Source: an optimization exercise on an open RTL-to-GDS flow (aim: small area, a short achievable clock period and few clock cycles per item). Production flows keep margins and buffers that such runs may drop.
Only simulation tests tie the RTL to the original design; equivalence was not proved.
Power and IR drop assume default switching activity.

==> flow/design.v <==
module fquot (
    input  wire        clk,
    input  wire        rst,         
    input  wire        start,
    input  wire [47:0] n,
    input  wire [31:0] d,
    output reg         busy,
    output reg         done,
    output reg  [63:0] q
);
    reg        dvd;             
    reg        zn, zd;          
    reg [31:0] rem;             
    reg [31:0] dv;              
    reg [5:0]  en;              
    reg [4:0]  ed;              
    reg [4:0]  cnt;             
    reg [2:0] bn;
    reg [1:0] bd;
    integer i;
    always @* begin
        bn = 3'd5;
        for (i = 0; i < 6; i = i + 1)
            if (n[8*i +: 8] != 8'd0) bn = 3'd5 - i[2:0];
        bd = 2'd3;
        for (i = 0; i < 4; i = i + 1)
            if (d[8*i +: 8] != 8'd0) bd = 2'd3 - i[1:0];
    end
    wire [47:0] n_b = n << {bn, 3'd0};
    wire [31:0] d_b = d << {bd, 3'd0};
    wire        n_ok  = rem[31] || rem[30];
    wire        n_z2  = (rem[30:29] == 2'd0);
    wire        d_ok  = dv[31];
    wire        d_z2  = (dv[31:30] == 2'd0);
    wire        spec  = zn || zd;
    wire [33:0] x     = {rem, q[63:62]};
    wire [34:0] a3    = {1'b0, x};
    wire [34:0] b3    = ~{3'd0, dv};
    wire [34:0] e3    = ~{2'd0, dv, 1'b0};
    wire [34:0] ss3   = a3 ^ b3 ^ e3;
    wire [34:0] cc3   = (a3 & b3) | (a3 & e3) | (b3 & e3);
    wire [34:0] s1    = {1'b0, x} - {3'd0, dv};
    wire [34:0] s2    = {1'b0, x} - {2'd0, dv, 1'b0};
    wire [34:0] s3    = ss3 + {cc3[33:0], 1'b0} + 35'd2;
    wire        c1    = !s1[34];
    wire        c2    = !s2[34];
    wire        c3    = !s3[34];
    wire        go    = dvd || (n_ok && d_ok);
    wire        fix   = !dvd && !c2;                
    wire        last  = (cnt == 5'd26);
    wire        qh    = c2;
    wire        ql    = c3 || (c1 && !c2);
    wire [31:0] rd    = c3 ? s3[31:0] : c2 ? s2[31:0] : c1 ? s1[31:0] : x[31:0];
    wire [1:0]  dsh   = d_ok ? 2'd0 : d_z2 ? 2'd2 : 2'd1;
    wire [31:0] dvn   = dsh == 2'd2 ? {dv[29:0], 2'd0} :
                        dsh == 2'd1 ? {dv[30:0], 1'b0} : dv;
    wire [51:0] frac   = {q[50:0], qh};
    wire [51:0] frnd   = frac + {51'd0, ql};
    wire [6:0]  em1    = 7'd15 + {2'd0, ed} - {1'b0, en};
    wire [10:0] ebits  = {~em1[6], {3{em1[6]}}, em1};
    always @(posedge clk) begin
        if (rst) begin
            busy <= 1'b0;
            done <= 1'b0;
        end else begin
            done <= 1'b0;
            if (!busy) begin
                if (start)
                    busy <= 1'b1;
            end else if (spec || (go && !fix && last)) begin
                busy <= 1'b0;
                done <= 1'b1;
            end
        end
    end
    always @(posedge clk) begin
        if (!busy) begin
            rem <= {1'b0, n_b[47:17]};
            dv  <= d_b;
            zn  <= (n == 48'd0);
            zd  <= (d == 32'd0);
            en  <= {bn, 3'd0};
            ed  <= {bd, 3'd0};
            cnt <= 5'd0;
            dvd <= 1'b0;
            if (start)
                q <= {n_b[16:0], 47'd0};
        end else if (spec) begin
            q <= {1'b0, {11{zd}}, 52'd0};
        end else if (go && !fix) begin
            dvd <= 1'b1;
            rem <= rd;
            cnt <= cnt + 5'd1;
            if (last)
                q <= {1'b0, ebits, frnd};
            else
                q <= {q[61:0], qh, ql};
        end else begin
            if (go || !n_ok) begin
                if (go || !n_z2) begin
                    rem <= x[32:1];
                    q   <= {q[62:0], 1'b0};
                    en  <= en + 6'd1;
                end else begin
                    rem <= x[31:0];
                    q   <= {q[61:0], 2'd0};
                    en  <= en + 6'd2;
                end
            end
            dv <= dvn;
            ed <= ed + {3'd0, dsh};
        end
    end
endmodule
==> flow/config.mk <==
export PLATFORM = sky130hd
export DESIGN_NAME = fquot
export DESIGN_NICKNAME = fquot
export VERILOG_FILES = /design/flow/design.v
export SDC_FILE = /design/flow/constraint.sdc
export NUM_CORES = 4
export LEC_CHECK = 0
export CAP_MARGIN = 20
export CORE_MARGIN = 2
export CORE_UTILIZATION = 55
export SETUP_SLACK_MARGIN = 5
export SLEW_MARGIN = 20
==> flow/constraint.sdc <==
create_clock -name core_clock -period 10.0 [get_ports {clk}]
set_input_delay 2.0000 -clock core_clock [delete_from_list [all_inputs] [get_ports {clk}]]
set_output_delay 2.0000 -clock core_clock [all_outputs]
set_load 0.01 [all_outputs]
run.sh (not shown) runs the stock make flow with config.mk's settings and CLKGATE_MAP_FILE= SYNTH_SCRIPT=/design/flow/synth_recipe.tcl, a recipe that flattens the netlist after the stock synthesis.
The baseline finished clean.
Testbench counts at the start, summed over its fixed seeds: cycles 15,736, divisions 512.
Rerun with:
--- a/flow/design.v
+++ b/flow/design.v
@@ -55,6 +55,5 @@
     wire [31:0] dvn   = dsh == 2'd2 ? {dv[29:0], 2'd0} :
                         dsh == 2'd1 ? {dv[30:0], 1'b0} : dv;
-    wire [51:0] frac   = {q[50:0], qh};
-    wire [51:0] frnd   = frac + {51'd0, ql};
+    wire [63:0] half   = dvd ? 64'd0 : {20'd0, dv[31:1], 13'd0};
     wire [6:0]  em1    = 7'd15 + {2'd0, ed} - {1'b0, en};
     wire [10:0] ebits  = {~em1[6], {3{em1[6]}}, em1};
@@ -93,7 +92,7 @@
             cnt <= cnt + 5'd1;
             if (last)
-                q <= {1'b0, ebits, frnd};
+                q <= {1'b0, ebits, q[50:0], qh};
             else
-                q <= {q[61:0], qh, ql};
+                q <= {q[61:0], qh, ql} | half;
         end else begin
             if (go || !n_ok) begin
Effect: The new run went through all stages and came out clean; wire length fell by about 11%; total power is lower by about 1.2%; global-route usage is lower by 1.7 points; clock skew is about the same; design area decreases by 7.7%; synthesized area is lower by about 7%; worst setup slack improves by 65 ps; fmax went up by about 1.3%; via count goes down by about 10%; worst hold slack is worse by 22 ps.
Testbench counts after the change, summed over its fixed seeds: cycles 15,736, divisions 512.

what the ideal ports hide:
In the flow no input, the clock included, has a driving cell. The finished layouts below were timed again as built, in two steps. Step 1: set_driving_cell puts a clkbuf_16 on clk and a buf_2 on each other input, an assumption about the parent block. Step 2 moves the port delays by t, midway between the first and last clock arrival at a register: inputs arrive t later, outputs are due t later. That takes back most of the time a late clock gives input paths. a / b / c = ideal / step 1 / step 2; a / b = the first two.
run | t (ns) | setup slack, ns | worst setup path at the end | slew at the worst register clock pin (ns) | pins driven straight from the clock port
the first run | 0.522 | 5.039 / 5.039 / 4.570 | input to register | 0.08 / 0.08 | 1
the second run | 0.488 | 5.104 / 5.117 / 4.647 | input to register | 0.08 / 0.08 | 1
After both steps every run listed still meets setup and hold. The setup slack of the first run, which loses most, moves by 0.000 ns with the drivers and by -0.469 ns with both steps.
